Background: an optimization exercise with open tools, aiming at a short achievable clock period and few clock cycles. Do not read the settings as production practice. Only simulation tests tie the RTL to the original design; equivalence was not proved. Power and IR drop assume default switching activity.

[design.v]
module tho_xor2  (input wire a, b, output wire y);       assign y = a ^ b;             endmodule
module tho_xnor2 (input wire a, b, output wire y);       assign y = ~(a ^ b);          endmodule
module tho_and2  (input wire a, b, output wire y);       assign y = a & b;             endmodule
module tho_or2   (input wire a, b, output wire y);       assign y = a | b;             endmodule
module tho_andn  (input wire a, b, output wire y);       assign y = a & ~b;            endmodule
module tho_orn   (input wire a, b, output wire y);       assign y = a | ~b;            endmodule
module tho_nor2  (input wire a, b, output wire y);       assign y = ~(a | b);          endmodule
module tho_nand2 (input wire a, b, output wire y);       assign y = ~(a & b);          endmodule
module tho_nand3 (input wire a, b, c, output wire y);    assign y = ~(a & b & c);      endmodule
module tho_nand4 (input wire a, b, c, d, output wire y); assign y = ~(a & b & c & d);  endmodule
module tho_and4  (input wire a, b, c, d, output wire y); assign y = a & b & c & d;     endmodule
module tho_nor4  (input wire a, b, c, d, output wire y); assign y = ~(a | b | c | d);  endmodule
module tho_a21o  (input wire a, b, c, output wire y);    assign y = (a & b) | c;       endmodule
module tho_a21oi (input wire a, b, c, output wire y);    assign y = ~((a & b) | c);    endmodule
module tho_a221o (input wire a, b, c, d, e, output wire y);
    assign y = (a & b) | (c & d) | e;
endmodule
module tho_aoi222 (input wire a, b, c, d, e, f, output wire y);
    assign y = ~((a & b) | (c & d) | (e & f));
endmodule
module tho_and2b  (input wire an, b, output wire y);    assign y = ~an & b;           endmodule
module tho_or2b   (input wire a, bn, output wire y);    assign y = a | ~bn;           endmodule
module tho_and4x  (input wire a, b, c, d, output wire y); assign y = a & b & c & d;   endmodule
module tho_or3    (input wire a, b, c, output wire y);  assign y = a | b | c;         endmodule
module tho_nor3   (input wire a, b, c, output wire y);  assign y = ~(a | b | c);      endmodule
module tho_nand2b (input wire an, b, output wire y);    assign y = ~(~an & b);        endmodule
module tho_nor2b  (input wire a, bn, output wire y);    assign y = ~(a | ~bn);        endmodule
module tho_o21ai  (input wire a1, a2, b1, output wire y); assign y = ~((a1 | a2) & b1); endmodule
module tho_o211ai (input wire a1, a2, b1, c1, output wire y); assign y = ~((a1 | a2) & b1 & c1); endmodule
module tho_o21a   (input wire a1, a2, b1, output wire y); assign y = (a1 | a2) & b1;    endmodule
module tho_a22oi  (input wire a, b, c, d, output wire y); assign y = ~((a & b) | (c & d)); endmodule
module tho_alu_cell (
    input  wire [3:0] m,        
    input  wire [3:0] a,        
    input  wire [3:1] ao,       
    output wire [5:0] yl,
    output wire [5:0] ya,
    output wire [5:0] ys
);
    wire [3:0] p;                       
    wire [3:0] g, t, ng;                
    wire [3:0] h, u, nh;                
    genvar k;
    generate for (k = 0; k < 4; k = k + 1) begin : lv1
        tho_xor2   xp (.a(a[k]), .b(m[k]), .y(p[k]));
        tho_and2   xg (.a(a[k]), .b(m[k]), .y(g[k]));
        tho_or2    xt (.a(a[k]), .b(m[k]), .y(t[k]));
        tho_nand2  xn (.a(a[k]), .b(m[k]), .y(ng[k]));
        tho_and2b  xh (.an(m[k]), .b(a[k]), .y(h[k]));
        tho_or2b   xu (.a(a[k]), .bn(m[k]), .y(u[k]));
        tho_nand2b xm (.an(m[k]), .b(a[k]), .y(nh[k]));
    end endgenerate
    wire q10, q21, q210, q32, q321, q3210;
    wire c2, c3, c4, s1, s2, s3;
    tho_o211ai k10  (.a1(a[1]), .a2(m[1]), .b1(a[0]), .c1(m[0]), .y(q10));
    tho_nand2 k21   (.a(t[2]), .b(g[1]), .y(q21));
    tho_nand3 k210  (.a(t[2]), .b(t[1]), .c(g[0]), .y(q210));
    tho_nand2 k32   (.a(t[3]), .b(g[2]), .y(q32));
    tho_nand3 k321  (.a(t[3]), .b(t[2]), .c(g[1]), .y(q321));
    tho_nand4 k3210 (.a(t[3]), .b(t[2]), .c(t[1]), .d(g[0]), .y(q3210));
    tho_nand2 kc2   (.a(ng[1]), .b(q10), .y(c2));
    tho_nand3 kc3   (.a(ng[2]), .b(q21), .c(q210), .y(c3));
    tho_nand4 kc4   (.a(ng[3]), .b(q32), .c(q321), .d(q3210), .y(c4));
    tho_xnor2 as1   (.a(p[1]), .b(ng[0]), .y(s1));
    tho_xor2  as2   (.a(p[2]), .b(c2), .y(s2));
    tho_xor2  as3   (.a(p[3]), .b(c3), .y(s3));
    wire za;
    wire [3:1] zx;
    tho_xor2  az1   (.a(p[1]), .b(ao[1]), .y(zx[1]));
    tho_xor2  az2   (.a(p[2]), .b(ao[2]), .y(zx[2]));
    tho_xor2  az3   (.a(p[3]), .b(ao[3]), .y(zx[3]));
    tho_nor4  aza   (.a(p[0]), .b(zx[1]), .c(zx[2]), .d(zx[3]), .y(za));
    assign ya = {c4, za, s3, s2, s1, p[0]};
    wire r10, r21, r210, r32, r321, r3210;
    wire e2, e3, bo, d1, d2, d3;
    tho_nand2 j10   (.a(u[1]), .b(u[0]), .y(r10));
    tho_nand2 j21   (.a(u[2]), .b(h[1]), .y(r21));
    tho_nand3 j210  (.a(u[2]), .b(u[1]), .c(u[0]), .y(r210));
    tho_nand2 j32   (.a(u[3]), .b(h[2]), .y(r32));
    tho_nand3 j321  (.a(u[3]), .b(u[2]), .c(h[1]), .y(r321));
    tho_nand4 j3210 (.a(u[3]), .b(u[2]), .c(u[1]), .d(u[0]), .y(r3210));
    tho_nand2 je2   (.a(nh[1]), .b(r10), .y(e2));
    tho_nand3 je3   (.a(nh[2]), .b(r21), .c(r210), .y(e3));
    tho_and4x jbo   (.a(nh[3]), .b(r32), .c(r321), .d(r3210), .y(bo));    
    tho_xnor2 sd1   (.a(p[1]), .b(u[0]), .y(d1));
    tho_xnor2 sd2   (.a(p[2]), .b(e2), .y(d2));
    tho_xnor2 sd3   (.a(p[3]), .b(e3), .y(d3));
    wire zs;
    tho_nor4  szs   (.a(p[0]), .b(p[1]), .c(p[2]), .d(p[3]), .y(zs));
    assign ys = {bo, zs, d3, d2, d1, p[0]};
    wire zl;
    tho_nor4  lz (.a(m[0]), .b(m[1]), .c(m[2]), .d(m[3]), .y(zl));
    assign yl = {1'b0, zl, m};
endmodule
module tho_inv (input wire a, output wire y); assign y = ~a; endmodule
module tho_sel_dec (
    input  wire [3:0]  op, p1,
    input  wire        exec, rst,     
    output wire [15:0] sl, sa, ss,    
    output wire [15:0] sl2, sa2, ss2,  
    output wire [15:0] dn             
);
    wire [3:0] np;
    wire [3:0] nl, na, ns, nen;       
    wire [3:0] no;
    genvar k;
    generate for (k = 0; k < 4; k = k + 1) begin : iv
        tho_inv ip (.a(p1[k]), .y(np[k]));
        tho_inv io (.a(op[k]), .y(no[k]));
        tho_nand4 ol (.a(op[0]), .b(no[1]), .c(no[2]), .d(no[3]), .y(nl[k]));    
        tho_nand4 oa (.a(no[0]), .b(no[1]), .c(op[2]), .d(no[3]), .y(na[k]));    
        tho_nand4 os (.a(op[0]), .b(no[1]), .c(op[2]), .d(no[3]), .y(ns[k]));    
        tho_orn   oe (.a(rst), .b(exec), .y(nen[k]));
    end
    for (k = 0; k < 16; k = k + 1) begin : dec
        wire dl, da, ds;
        tho_nand4 d (.a(k & 1 ? p1[0] : np[0]), .b(k & 2 ? p1[1] : np[1]),
                     .c(k & 4 ? p1[2] : np[2]), .d(k & 8 ? p1[3] : np[3]), .y(dn[k]));
        tho_nand4 e0 (.a(k & 1 ? p1[0] : np[0]), .b(k & 2 ? p1[1] : np[1]),
                      .c(k & 4 ? p1[2] : np[2]), .d(k & 8 ? p1[3] : np[3]), .y(dl));
        tho_nand4 e1 (.a(k & 1 ? p1[0] : np[0]), .b(k & 2 ? p1[1] : np[1]),
                      .c(k & 4 ? p1[2] : np[2]), .d(k & 8 ? p1[3] : np[3]), .y(da));
        tho_nand4 e2 (.a(k & 1 ? p1[0] : np[0]), .b(k & 2 ? p1[1] : np[1]),
                      .c(k & 4 ? p1[2] : np[2]), .d(k & 8 ? p1[3] : np[3]), .y(ds));
        tho_nor3  l  (.a(nl[k/4]), .b(dl), .c(nen[k/4]), .y(sl[k]));
        tho_nor3  s1 (.a(na[k/4]), .b(da), .c(nen[k/4]), .y(sa[k]));
        tho_nor3  s2 (.a(ns[k/4]), .b(ds), .c(nen[k/4]), .y(ss[k]));
        tho_nor3  l2 (.a(nl[k/4]), .b(dl), .c(nen[k/4]), .y(sl2[k]));
        tho_nor3  t1 (.a(na[k/4]), .b(da), .c(nen[k/4]), .y(sa2[k]));
        tho_nor3  t2 (.a(ns[k/4]), .b(ds), .c(nen[k/4]), .y(ss2[k]));
    end endgenerate
endmodule
module tho_alu_bit #(parameter NC = 1) (
    input  wire [15:0]   sl, sa, ss,    
    input  wire [15:0]   dl, da, ds,    
    input  wire [NC-1:0] h,             
    output wire [NC-1:0] y              
);
    wire [47:0] s = {ss, sa, sl};
    wire [47:0] d = {ds, da, dl};
    wire [23:0] t;
    wire [5:0]  n;
    genvar k;
    generate for (k = 0; k < 24; k = k + 1) begin : pair
        tho_a22oi g (.a(s[2*k]), .b(d[2*k]), .c(s[2*k+1]), .d(d[2*k+1]), .y(t[k]));
    end
    for (k = 0; k < 6; k = k + 1) begin : quad
        tho_nand4 g (.a(t[4*k]), .b(t[4*k+1]), .c(t[4*k+2]), .d(t[4*k+3]), .y(n[k]));
    end endgenerate
    generate for (k = 0; k < NC; k = k + 1) begin : cp
        wire [2:0] v;
        tho_nor2  g0 (.a(n[0]), .b(n[1]), .y(v[0]));
        tho_nor2  g1 (.a(n[2]), .b(n[3]), .y(v[1]));
        tho_nor2  g2 (.a(n[4]), .b(n[5]), .y(v[2]));
        tho_nand4 o (.a(v[0]), .b(v[1]), .c(v[2]), .d(h[k]), .y(y[k]));
    end endgenerate
endmodule
module tho_sel16 #(parameter W = 6) (
    input  wire [15:0]     oh,
    input  wire [16*W-1:0] d,
    output reg  [W-1:0]    y
);
    integer k;
    always @(*) begin
        y = {W{1'b0}};
        for (k = 0; k < 16; k = k + 1)
            y = y | ({W{oh[k]}} & d[W*k +: W]);
    end
endmodule
module tho_memw (
    input  wire       dn,        
    input  wire       nw,        
    input  wire       rst,
    input  wire [3:0] wd,        
    input  wire [3:0] m,         
    output wire [3:0] y
);
    wire we, hd;
    tho_nor2 w (.a(nw), .b(dn), .y(we));
    tho_nor2 h (.a(we), .b(rst), .y(hd));
    genvar k;
    generate for (k = 0; k < 4; k = k + 1) begin : b
        wire yn;
        tho_a22oi g (.a(we), .b(wd[k]), .c(hd), .d(m[k]), .y(yn));
        tho_inv   i (.a(yn), .y(y[k]));
    end endgenerate
endmodule
module tho_ctl (
    input  wire [3:0] op,
    input  wire       exec, jt,
    input  wire       sel_ge,     
    input  wire       inc_ge,     
    input  wire       keep1,      
    input  wire       rs0, rst,
    output wire       rs1_n, rs0_n,
    output wire       stop        
);
    wire ill = (op >= 4'd13);
    wire hlt = (op == 4'd12);
    wire adv = (op <= 4'd11);
    wire nge = jt ? sel_ge : inc_ge;
    assign rs1_n = ~rst & (keep1 | (exec & (ill | (adv & nge))));
    assign rs0_n = ~rst & (rs0 | (exec & (ill | hlt)));
    assign stop  = exec & (ill | hlt | (adv & nge));
endmodule
module tho_jt (input wire [3:0] op, input wire zf, cf, output wire jt);
    wire [3:0] no;
    wire ncf, nzf, n6, n7, n8, n9, n10, u1, u2;
    genvar k;
    generate for (k = 0; k < 4; k = k + 1) begin : iv
        tho_inv i (.a(op[k]), .y(no[k]));
    end endgenerate
    tho_inv   ic (.a(cf), .y(ncf));
    tho_inv   iz (.a(zf), .y(nzf));
    tho_nand4 d6  (.a(no[3]), .b(op[2]), .c(op[1]), .d(no[0]), .y(n6));
    tho_nand4 d7  (.a(no[3]), .b(op[2]), .c(op[1]), .d(op[0]), .y(n7));
    tho_nand4 d8  (.a(op[3]), .b(no[2]), .c(no[1]), .d(no[0]), .y(n8));
    tho_nand4 d9  (.a(op[3]), .b(no[2]), .c(no[1]), .d(op[0]), .y(n9));
    tho_nand4 d10 (.a(op[3]), .b(no[2]), .c(op[1]), .d(no[0]), .y(n10));
    tho_o22a  c1  (.a1(n7), .a2(ncf), .b1(n8), .b2(cf), .y(u1));    
    tho_o22a  c2  (.a1(n9), .a2(nzf), .b1(n10), .b2(zf), .y(u2));   
    tho_nand3 o   (.a(n6), .b(u1), .c(u2), .y(jt));
endmodule
module tho_o22a (input wire a1, a2, b1, b2, output wire y); assign y = (a1 | a2) & (b1 | b2); endmodule
module tho_mx2  (input wire s, a, b, output wire y);         assign y = s ? b : a;            endmodule
module tho_eq8 (input wire [7:0] a, b, output wire y); assign y = (a == b); endmodule
module tho_and3 (input wire a, b, c, output wire y);  assign y = a & b & c; endmodule
module tho_inc8 (input wire [7:0] a, output wire [7:0] y);
    wire [7:1] c;
    assign c[1] = a[0];
    tho_and2  c2 (.a(a[0]), .b(a[1]), .y(c[2]));
    tho_and3  c3 (.a(a[0]), .b(a[1]), .c(a[2]), .y(c[3]));
    tho_and4x c4 (.a(a[0]), .b(a[1]), .c(a[2]), .d(a[3]), .y(c[4]));
    tho_and2  c5 (.a(c[4]), .b(a[4]), .y(c[5]));
    tho_and3  c6 (.a(c[4]), .b(a[4]), .c(a[5]), .y(c[6]));
    tho_and4x c7 (.a(c[4]), .b(a[4]), .c(a[5]), .d(a[6]), .y(c[7]));
    tho_inv   s0 (.a(a[0]), .y(y[0]));
    genvar k;
    generate for (k = 1; k < 8; k = k + 1) begin : s
        tho_xor2 x (.a(a[k]), .b(c[k]), .y(y[k]));
    end endgenerate
endmodule
module tho_tk (input wire [4:0] c, input wire zf, cf, output wire y);
    assign y = c[0] | (c[1] & cf) | (c[2] & ~cf) | (c[3] & zf) | (c[4] & ~zf);
endmodule
module tho_predsel (
    input  wire       eq0, eq1,         
    input  wire       v0, v1,           
    input  wire       rs,
    input  wire [3:0] t0, t1,
    input  wire [7:0] finc,
    input  wire [7:0] ov,
    input  wire       rst,
    input  wire [7:0] rv,
    output wire [7:0] y
);
    wire s0 = eq0 & v0, s1 = eq1 & v1;
    wire sn = ~(s0 | s1);
    wire [7:0] pr;
    assign pr[3:0] = ({4{s0}} & t0) | ({4{s1}} & t1) | ({4{sn}} & finc[3:0]);
    assign pr[7:4] = {4{sn}} & finc[7:4];
    assign y = rst ? rv : (rs ? ov : pr);
endmodule
module tho_core (
    input  wire        clk,
    input  wire        rst,           
    input  wire [7:0]  prog_len,      
    output wire [7:0]  imem_addr,     
    input  wire [15:0] imem_data,     
    output reg         retire_valid,  
    output reg         out_valid,     
    output reg  [3:0]  out_data,      
    output reg  [1:0]  run_state,     
    output reg  [3:0]  fault_op,
    output reg  [7:0]  fault_pc,
    output reg  [3:0]  acc,
    output reg         zf,
    output reg         cf,
    output reg  [7:0]  pc,
    output wire [63:0] mem            
);
    localparam [1:0] RS_RUNNING = 2'd0,
                     RS_HALTED  = 2'd1,
                     RS_ENDED   = 2'd2,
                     RS_FAULTED = 2'd3;
    localparam NB = 2;
    reg [63:0] dmem;
    reg [15:0] accx;       
    reg [7:0]  fa;         
    reg        wv;         
    reg [7:0]  pc1;        
    reg        pc_ge;      
    reg        rn;         
    reg [15:0] tlt;        
    reg [7:0]  plm1;       
    reg        rst_d, rst_dd;
    reg [NB-1:0] bv;
    reg [7:0]    btag [0:NB-1];
    reg [4:0]    bcnd [0:NB-1];    
    reg [3:0]    btgt [0:NB-1];
    reg [NB-1:0] rr;         
    reg          cur_hit;    
    assign mem       = dmem;
    assign imem_addr = fa;
    wire [3:0] op = imem_data[15:12];
    wire [3:0] p1 = imem_data[11:8];
    wire [3:0] p2 = imem_data[7:4];
    wire running = (run_state == RS_RUNNING);
    wire exec    = rn & wv;
    integer i;
    wire [16*6-1:0] cl, ca, cs;
    wire [12:1] ao;
    genvar g;
    generate
        for (g = 0; g < 4; g = g + 1) begin : alu_ao
            assign ao[3*g+1] = accx[4*g];
            tho_or2  ao2 (.a(accx[4*g+1]), .b(accx[4*g]), .y(ao[3*g+2]));
            tho_or3  ao3 (.a(accx[4*g+2]), .b(accx[4*g+1]), .c(accx[4*g]), .y(ao[3*g+3]));
        end
        for (g = 0; g < 16; g = g + 1) begin : alu_cell
            tho_alu_cell u (.m(dmem[4*g +: 4]), .a(accx[4*(g/4) +: 4]), .ao(ao[3*(g/4)+1 +: 3]),
                            .yl(cl[6*g +: 6]), .ya(ca[6*g +: 6]), .ys(cs[6*g +: 6]));
        end
    endgenerate
    wire is_lda = (op == 4'd1);
    wire is_sta = (op == 4'd2);
    wire is_sto = (op == 4'd3);
    wire is_add = (op == 4'd4);
    wire is_sub = (op == 4'd5);
    wire is_out = (op == 4'd11);
    wire is_hlt = (op == 4'd12);
    wire is_ill = (op >= 4'd13);
    wire is_jmp = (op >= 4'd6) && (op <= 4'd10);
    wire is_alu = is_lda | is_add | is_sub;
    wire is_adv = (op <= 4'd11);            
    wire       nrst   = ~rst;
    wire [15:0] sl, sa, ss;
    wire [15:0] dn;
    wire [15:0] sl2, sa2, ss2;
    tho_sel_dec sd (.op(op), .p1(p1), .exec(exec), .rst(rst), .sl(sl), .sa(sa), .ss(ss),
                    .sl2(sl2), .sa2(sa2), .ss2(ss2), .dn(dn));
    wire [5:0] alu_d;
    wire [15:0] accx_d;
    wire [5:0] alu_q = {cf, zf, acc};
    generate
        for (g = 0; g < 6; g = g + 1) begin : alu_out
            wire [15:0] dl, da, ds;
            wire        h;
            genvar c;
            for (c = 0; c < 16; c = c + 1) begin : col
                assign dl[c] = cl[6*c + g];
                assign da[c] = ca[6*c + g];
                assign ds[c] = cs[6*c + g];
            end
            wire xa;                     
            tho_nand2 hx (.a(exec), .b(is_alu), .y(xa));
            if (g == 4) begin : hz       
                wire hq;
                tho_nand2 hq0 (.a(alu_q[g]), .b(xa), .y(hq));
                tho_and2  hg (.a(hq), .b(nrst), .y(h));
                tho_alu_bit u (.sl(sl2), .sa(sa2), .ss(ss2), .dl(dl), .da(da), .ds(ds), .h(h), .y(alu_d[g]));
            end else if (g == 5) begin : hc
                tho_nand3 hg (.a(alu_q[g]), .b(xa), .c(nrst), .y(h));
                tho_alu_bit u (.sl(sl2), .sa(sa2), .ss(ss2), .dl(dl), .da(da), .ds(ds), .h(h), .y(alu_d[g]));
            end else begin : ha
                wire [4:0] h5;
                tho_nand3 hg0 (.a(acc[g]), .b(xa), .c(nrst), .y(h5[0]));
                genvar c2;
                for (c2 = 0; c2 < 4; c2 = c2 + 1) begin : hx
                    tho_nand3 hg (.a(accx[4*c2 + g]), .b(xa), .c(nrst), .y(h5[c2+1]));
                end
                tho_alu_bit #(.NC(5)) u (.sl(g < 3 ? sl : sl2), .sa(g < 3 ? sa : sa2), .ss(g < 3 ? ss : ss2), .dl(dl), .da(da), .ds(ds), .h(h5),
                                         .y({accx_d[12+g], accx_d[8+g], accx_d[4+g], accx_d[g], alu_d[g]}));
            end
        end
    endgenerate
    wire [15:0] tk = {5'd0, ~zf, zf, ~cf, cf, 1'b1, 6'd0};
    wire        jt;
    tho_jt tj (.op(op), .zf(zf), .cf(cf), .jt(jt));
    wire       inc_ge = (pc == plm1);                    
    wire       seq_ok = (fa == pc1);                     
    wire       tgt_ok = (fa[7:4] == 4'd0) & (fa[3:0] == p1);
    wire [7:0] next_pc = jt ? {4'd0, p1} : pc1;
    wire [7:0] next_pc1 = jt ? ({4'd0, p1} + 8'd1) : (pc1 + 8'd1);
    wire [15:0] gtk;
    wire [3:0]  gq;
    wire        sel_ge;
    genvar gk;
    generate
        for (gk = 0; gk < 16; gk = gk + 1) begin : ge_t
            tho_nor2 u (.a(dn[gk]), .b(tlt[gk]), .y(gtk[gk]));
        end
        for (gk = 0; gk < 4; gk = gk + 1) begin : ge_q
            tho_nor4 u (.a(gtk[4*gk]), .b(gtk[4*gk+1]), .c(gtk[4*gk+2]), .d(gtk[4*gk+3]), .y(gq[gk]));
        end
    endgenerate
    tho_nand4 ge_o (.a(gq[0]), .b(gq[1]), .c(gq[2]), .d(gq[3]), .y(sel_ge));
    wire rs1_n, rs0_n, stop;
    tho_ctl ctl (.op(op), .exec(exec), .jt(jt), .sel_ge(sel_ge), .inc_ge(inc_ge),
                 .keep1(run_state[1] | (pc_ge & ~run_state[0])), .rs0(run_state[0]), .rst(rst),
                 .rs1_n(rs1_n), .rs0_n(rs0_n), .stop(stop));
    integer e;
    wire [NB-1:0] eq_v, hit_v, tk_v, vt_v;
    genvar ge;
    generate for (ge = 0; ge < NB; ge = ge + 1) begin : bl
        tho_eq8  c (.a(btag[ge]), .b(fa), .y(eq_v[ge]));
        tho_and2 h (.a(bv[ge]), .b(eq_v[ge]), .y(hit_v[ge]));
        tho_tk   t (.c(bcnd[ge]), .zf(zf), .cf(cf), .y(tk_v[ge]));
        tho_and2 s (.a(bv[ge]), .b(tk_v[ge]), .y(vt_v[ge]));
    end endgenerate
    wire       phit = |hit_v;
    wire [7:0] finc, fa_seq, fa_tgt;
    wire       r2  = rst_d & ~rst_dd;      
    tho_inc8    fi (.a(fa), .y(finc));
    tho_predsel ps (.eq0(eq_v[0]), .eq1(eq_v[1]), .v0(vt_v[0]), .v1(vt_v[1]), .rs(wv & ~seq_ok),
                    .t0(btgt[0]), .t1(btgt[1]), .finc(finc), .ov(pc1), .rst(rst), .rv({7'd0, r2}), .y(fa_seq));
    tho_predsel pt (.eq0(eq_v[0]), .eq1(eq_v[1]), .v0(vt_v[0]), .v1(vt_v[1]), .rs(wv & ~tgt_ok),
                    .t0(btgt[0]), .t1(btgt[1]), .finc(finc), .ov({4'd0, p1}), .rst(rst), .rv({7'd0, r2}), .y(fa_tgt));
    wire [8:0] f_seq  = {rst ? r2 : (~wv | seq_ok), fa_seq};
    wire [8:0] f_tgt  = {rst ? r2 : (~wv | tgt_ok), fa_tgt};
    wire [8:0] f_d;
    genvar fk;
    generate for (fk = 0; fk < 9; fk = fk + 1) begin : fmx
        tho_mx2 m (.s(jt), .a(f_seq[fk]), .b(f_tgt[fk]), .y(f_d[fk]));
    end endgenerate
    wire [3:0]  nw;
    wire [3:0]  nop;
    wire [3:0]  wd;
    genvar wk;
    generate for (wk = 0; wk < 4; wk = wk + 1) begin : wen
        tho_inv   i (.a(op[wk]), .y(nop[wk]));
    end
    for (wk = 0; wk < 4; wk = wk + 1) begin : wcp
        tho_nand4 n (.a(exec), .b(nop[3]), .c(nop[2]), .d(op[1]), .y(nw[wk]));
        tho_mx2   m (.s(op[0]), .a(acc[wk]), .b(p2[wk]), .y(wd[wk]));
    end endgenerate
    wire [63:0] dmem_d;
    generate
        for (g = 0; g < 16; g = g + 1) begin : mw
            tho_memw u (.dn(dn[g]), .nw(nw[g/4]), .rst(rst), .wd(wd), .m(dmem[4*g +: 4]), .y(dmem_d[4*g +: 4]));
        end
    endgenerate
    always @(posedge clk) begin
        run_state <= {rs1_n, rs0_n};
        fa <= f_d[7:0];
        wv <= f_d[8];
        rn <= rst ? (prog_len != 8'd0) : (rn & ~stop);
        dmem <= dmem_d;
        acc <= alu_d[3:0];
        accx <= accx_d;
        zf  <= alu_d[4];
        cf  <= alu_d[5];
    end
    always @(posedge clk) begin
        rst_d  <= rst;
        rst_dd <= rst_d;
        if (rst) begin
            pc           <= 8'd0;
            pc1          <= 8'd1;
            fault_op     <= 4'd0;
            fault_pc     <= 8'd0;
            retire_valid <= 1'b0;
            out_valid    <= 1'b0;
            out_data     <= 4'd0;
            plm1         <= prog_len - 8'd1;
            pc_ge        <= (prog_len == 8'd0);
            for (i = 0; i < 16; i = i + 1)
                tlt[i] <= (i[7:0] < prog_len);
            bv           <= {NB{1'b0}};
            rr           <= {{(NB-1){1'b0}}, 1'b1};
            cur_hit      <= 1'b0;
        end else begin
            cur_hit <= phit;
            retire_valid <= exec & (is_adv | is_hlt);
            out_valid    <= exec & is_out;
            if (exec & is_out)
                out_data <= acc;
            if (exec & is_adv) begin
                pc  <= next_pc;
                pc1 <= next_pc1;
            end
            if (exec & is_ill) begin
                fault_op <= op;
                fault_pc <= pc;
            end
            if (exec & is_jmp & ~cur_hit) begin
                for (e = 0; e < NB; e = e + 1) begin
                    if (rr[e]) begin
                        bv[e]   <= 1'b1;
                        btag[e] <= pc;
                        bcnd[e] <= {op == 4'd10, op == 4'd9, op == 4'd8, op == 4'd7, op == 4'd6};
                        btgt[e] <= p1;
                    end
                end
                rr <= {rr[NB-2:0], rr[NB-1]};
            end
        end
    end
endmodule
[run.sh]
#!/bin/bash
# synth_recipe.tcl (not shown) runs the flow's synth.tcl, then flattens the netlist and writes it again
# the make line also repeats each setting of config.mk as NAME=value (left out here)
make -C /OpenROAD-flow-scripts/flow DESIGN_CONFIG=/design/flow/config.mk WORK_HOME=/design/flow/orfs CLKGATE_MAP_FILE= SYNTH_SCRIPT=/design/flow/synth_recipe.tcl finish
[constraint.sdc]
create_clock -name core_clock -period 4.5 [get_ports {clk}]
set_input_delay 0.9000 -clock core_clock [delete_from_list [all_inputs] [get_ports {clk}]]
set_output_delay 0.9000 -clock core_clock [all_outputs]
set_load 0.01 [all_outputs]
[config.mk]
export PLATFORM = sky130hd
export DESIGN_NAME = tho_core
export DESIGN_NICKNAME = tho_core
export VERILOG_FILES = /design/flow/design.v
export SDC_FILE = /design/flow/constraint.sdc
export NUM_CORES = 4
export LEC_CHECK = 0
export CAP_MARGIN = 20
export CORE_MARGIN = 2
export CORE_UTILIZATION = 40
export SETUP_SLACK_MARGIN = 2.7
export SLEW_MARGIN = 20
export SYNTH_HIERARCHICAL = 1
==> results.yml <==
setup_path:
  critPathMaxStageDelay_ns: 0.34
  worstPathMaxFanout: 16
  worstPathArrival_ns: 2.53
  crit_path_end_kind: "flop"
  criticalPathCategory: "primary input to flop"
  critPathRequiredTime_ns: 4.91
  r2r-start: "accx[5]"
  start_kind: "primary input"
  reg2reg_depth: 8
  slowest_stage: "nor4_2"
  worstPathCellList: "buf_12 > clkinvlp_4 > buf_12 > nand4_1 > nor2_1 > nor4_2 > nand4_1 > mux2_4 > nand3_2 > nand2_1 > o22ai_1"
  regToRegEndpoint: "zf"
  r2r_slack_ns: 2.45
clock_network:
  htreeDepth: 4
  cts_hold_buf: 0
  cts_tree: "yes"
  clock_sinks: 198
  clkLatencyLatePin_ns: 0.50
  path_clk_slew_ns: 0.09
  clock-root-buffer: "clkbuf_16"
  cts.path.max_buffers: 2
  cts_buffers: 17
die:
  die_h_um: 232.2
  die-area_um2: 53940
  num_io_pins: 132
  start_util: 0.4054
  core_area_um2: 51410
  rows: 83
  die_w_um: 232.2
placed_design:
  io_buffers: 127
  gp_congestion: 0.9165
  place_area_um2: 21260
  hpwl_mm: 46.22
finish:
  fin_util: 0.5257
  design_area_um2: 27020
  fin_nets: 2660
  area_delta_synth_final_pct: 29.68
  final_common_cell: "buf_4"
  final.fill_count: 4519
  diodes: 0
  most-common-layout-cells: "217 x buf_4, 216 x nand2_1, 208 x a22oi_2"
  layout-drive-gt1-share: 0.4623
global_routing:
  grt_first_pass_wirelength_mm: 112.1
  antenna_found_initial: 0
  grt_use_total: 0.2708
  grt_pass1_vias: 18615
  grt_max_degree: 47
  overflow: 0
route:
  viasPerCell: 5.847
  drc: 0
  drt_iter0_markers: 1980
  vias: 19419
  antenna_left: 0
  drtPass1Iterations: 5
  routed_wl_mm: 75.52
  wl_per_cell_um: 22.74
yosys:
  synth_warnings: 13
  synth_cell_type_count: 60
  synth.cell_area_um2: 20840
  synth_edf_count: 59
  async_flop_share: 0
  seq_area_frac_synth: 0.2186
  synth.avg_cell_area_um2: 8.572
  ys_seq_elements: 198
  syn_inst: 2431
  ys.flop_type: "dfxtp_1"
worst_hold_path:
  hold_path_end: "rst_dd"
  worst_hold_path_type: "flop to flop"
  hold_start: "rst_d"
  min_path_cells: 0
sta:
  report.final.slew_viol_count: 0
  worst_pin_slew_ns: 0.6809
  worst_slew_margin_rel: 0.5436
  rsz0062_at_grt: "true"
  final.period_utilization: 0.4711
  hold_viol: 0
  tns_ns: 0
  setup-violations-final: 0
  period_needed_ns: 2.120
  fin_skew_ns: 0.01578
  fmax_mhz: 471.7
job:
  drv_cap: 0
power_and_ir_drop:
  ir_drop_mv: 0.3762
  p_leak_nw: 11.41
  p_per_area_nw_per_um2: 168.6
run_status:
  status: "timing/DRC/antenna clean"
==> worst max-delay path, delay by kind of cell <==
family	cells	cell delay, ns
multiplexers	1	0.28
AND/OR/NAND/NOR	6	0.82
AO/OA/AOI/OAI	1	0.11
buffers and inverters	3	0.39
==> cells by family after synthesis <==
kind of cell / after synthesis / share of synthesized area
other cells: 17 / 0.003062
compound gates: 316 / 0.1640
fa+ha+maj: 6 / 0.003602
buf+inv: 408 / 0.1269
mux: 37 / 0.02095
flops: 198 / 0.2186
xor+xnor: 261 / 0.1097
simple gates: 1188 / 0.3533
==> final cells by class <==
| class | count | area (um2) | area share |
|---|---|---|---|
| multi-input cells | 1848 | 15250 | 0.5644 |
| flip-flops and latches | 198 | 4951 | 0.1832 |
| repair buffers | 458 | 4863 | 0.1800 |
| well taps | 680 | 850.8 | 0.03148 |
| inverters | 100 | 475.5 | 0.01759 |
| clock buffers | 19 | 442.9 | 0.01639 |
| clock inverters | 13 | 153.9 | 0.005695 |
| repair inverters | 5 | 35.03 | 0.001296 |
==> report_power, final <==
group / switching (mW) / internal [mW]
sequential: 0.0637 / 1.84
combinational: 0.585 / 0.467
clock: 0.835 / 0.762
==> modules after synthesis (local to each module, per instance), excerpt <==
module	cell area (um2)	cells	copies in the design	flip-flops and latches
tho_a22oi	12.51	1	208	0
tho_alu_cell	138.9	19	16	0
tho_and2	6.256	1	55	0
tho_and3	6.256	1	2	0
tho_ctl	55.05	10	1	0
tho_eq8	86.33	11	2	0
tho_mx2	15.01	1	13	0
tho_nand2	3.754	1	183	0
tho_nand2b	6.256	1	48	0
tho_nand4	6.256	1	192	0
tho_nor4	12.51	1	52	0
tho_o22a	8.758	1	2	0
tho_or2	6.256	1	52	0
tho_tk	27.53	3	2	0
==> worst max-delay path by stage <==
stage | start | slack [ns] | end
3_5_place_dp | imem_data[14] | 0.74 | accx[3]
3_3_place_gp | imem_data[14] | 0.84 | accx[11]
5_1_grt | imem_data[8] | 2.37 | rn
2_1_floorplan | imem_data[11] | 2.12 | rn
4_1_cts | imem_data[8] | 2.45 | rn
6_report | imem_data[11] | 2.38 | rn
==> cells in the mapped netlist (23+ instances only) <==
cell type,number,share of area
xnor2_1,91,0.038
nor3_2,96,0.046
nand2b_1,120,0.036
nand3_1,136,0.033
edfxtp_1,59,0.085
a22oi_2,208,0.12
nand2_1,217,0.039
dfxtp_1,139,0.13
inv_1,99,0.018
nand4_1,202,0.061
nor2_1,156,0.028
xor2_1,170,0.071
nor4_2,53,0.032
nor2b_4,32,0.021
buf_4,290,0.10
mux2i_1,23,0.011
or2_1,53,0.016
and2_1,57,0.017
==> sequential cells by signal, summed over array words and instances, names as in the netlist, 2 cells and up <==
register and flops:
bcnd 10, run_state 2, btag 16, out_data 4
rr 2, dmem 64, fa 8, acc 4
pc 8, btgt 8, fault_op 4, bv 2
fault_pc 8, pc1 8, tlt 16, plm1 8
accx 16
==> routing by layer <==
layer | track usage | vias up | share of wire
met4 | 0.1206 | 0 | 0.045
li1 | - | 8862 | -
met2 | 0.4319 | 848 | 0.47
met5 | 0 | - | 0
met1 | 0.3524 | 9539 | 0.41
met3 | 0.05440 | 170 | 0.080
==> per-stage QoR <==
step           instances  hold WS [ns]  power (mW)  worst slack, ns
6_report            3321        0.3551       4.557            2.380
5_1_grt             3321        0.3655       4.713            2.371
4_1_cts             3257        0.3565       4.483            2.450
3_5_place_dp        2975        0.3368       2.682           0.7383
3_3_place_gp        2975        0.3293       2.669           0.8373
2_1_floorplan       2448        0.3235       2.450            2.122
==> timing repair <==
item,4_1_cts,5_1_grt
endpoints found under the setup margin,333,235
gates cloned,12,6
resized for setup,1065,115
pin swaps,160,96
hold endpoints to repair,0,0
setup buffers,238,58
Testbench counts, summed over its fixed seeds: cycles 74,218.

## separate check: timing with driven ports
Ports are ideal in the flow. The routed layout listed here was re-timed in OpenROAD.
Step 1, drivers: a clkbuf_16 drives clk and a buf_2 each remaining input, both assumed.
Step 2 also shifts input and output timing later by t, the mid clock arrival at the registers, as if the neighbouring blocks saw the same clock.
Slacks: ideal / step 1 / step 2; pairs: ideal / step 1.
shift t [ns]: 0.546
setup WS [ns]: 2.380 / 2.356 / 1.810
hold slack, ns: 0.355 / 0.355 / 0.355
clock arrival spread, ns: 0.016 / 0.016
slew at the worst register clock pin (ns): 0.09 / 0.09
After both steps this run still meets setup and hold. The setup slack of this run moves by -0.024 ns with the drivers and by -0.570 ns with both steps.
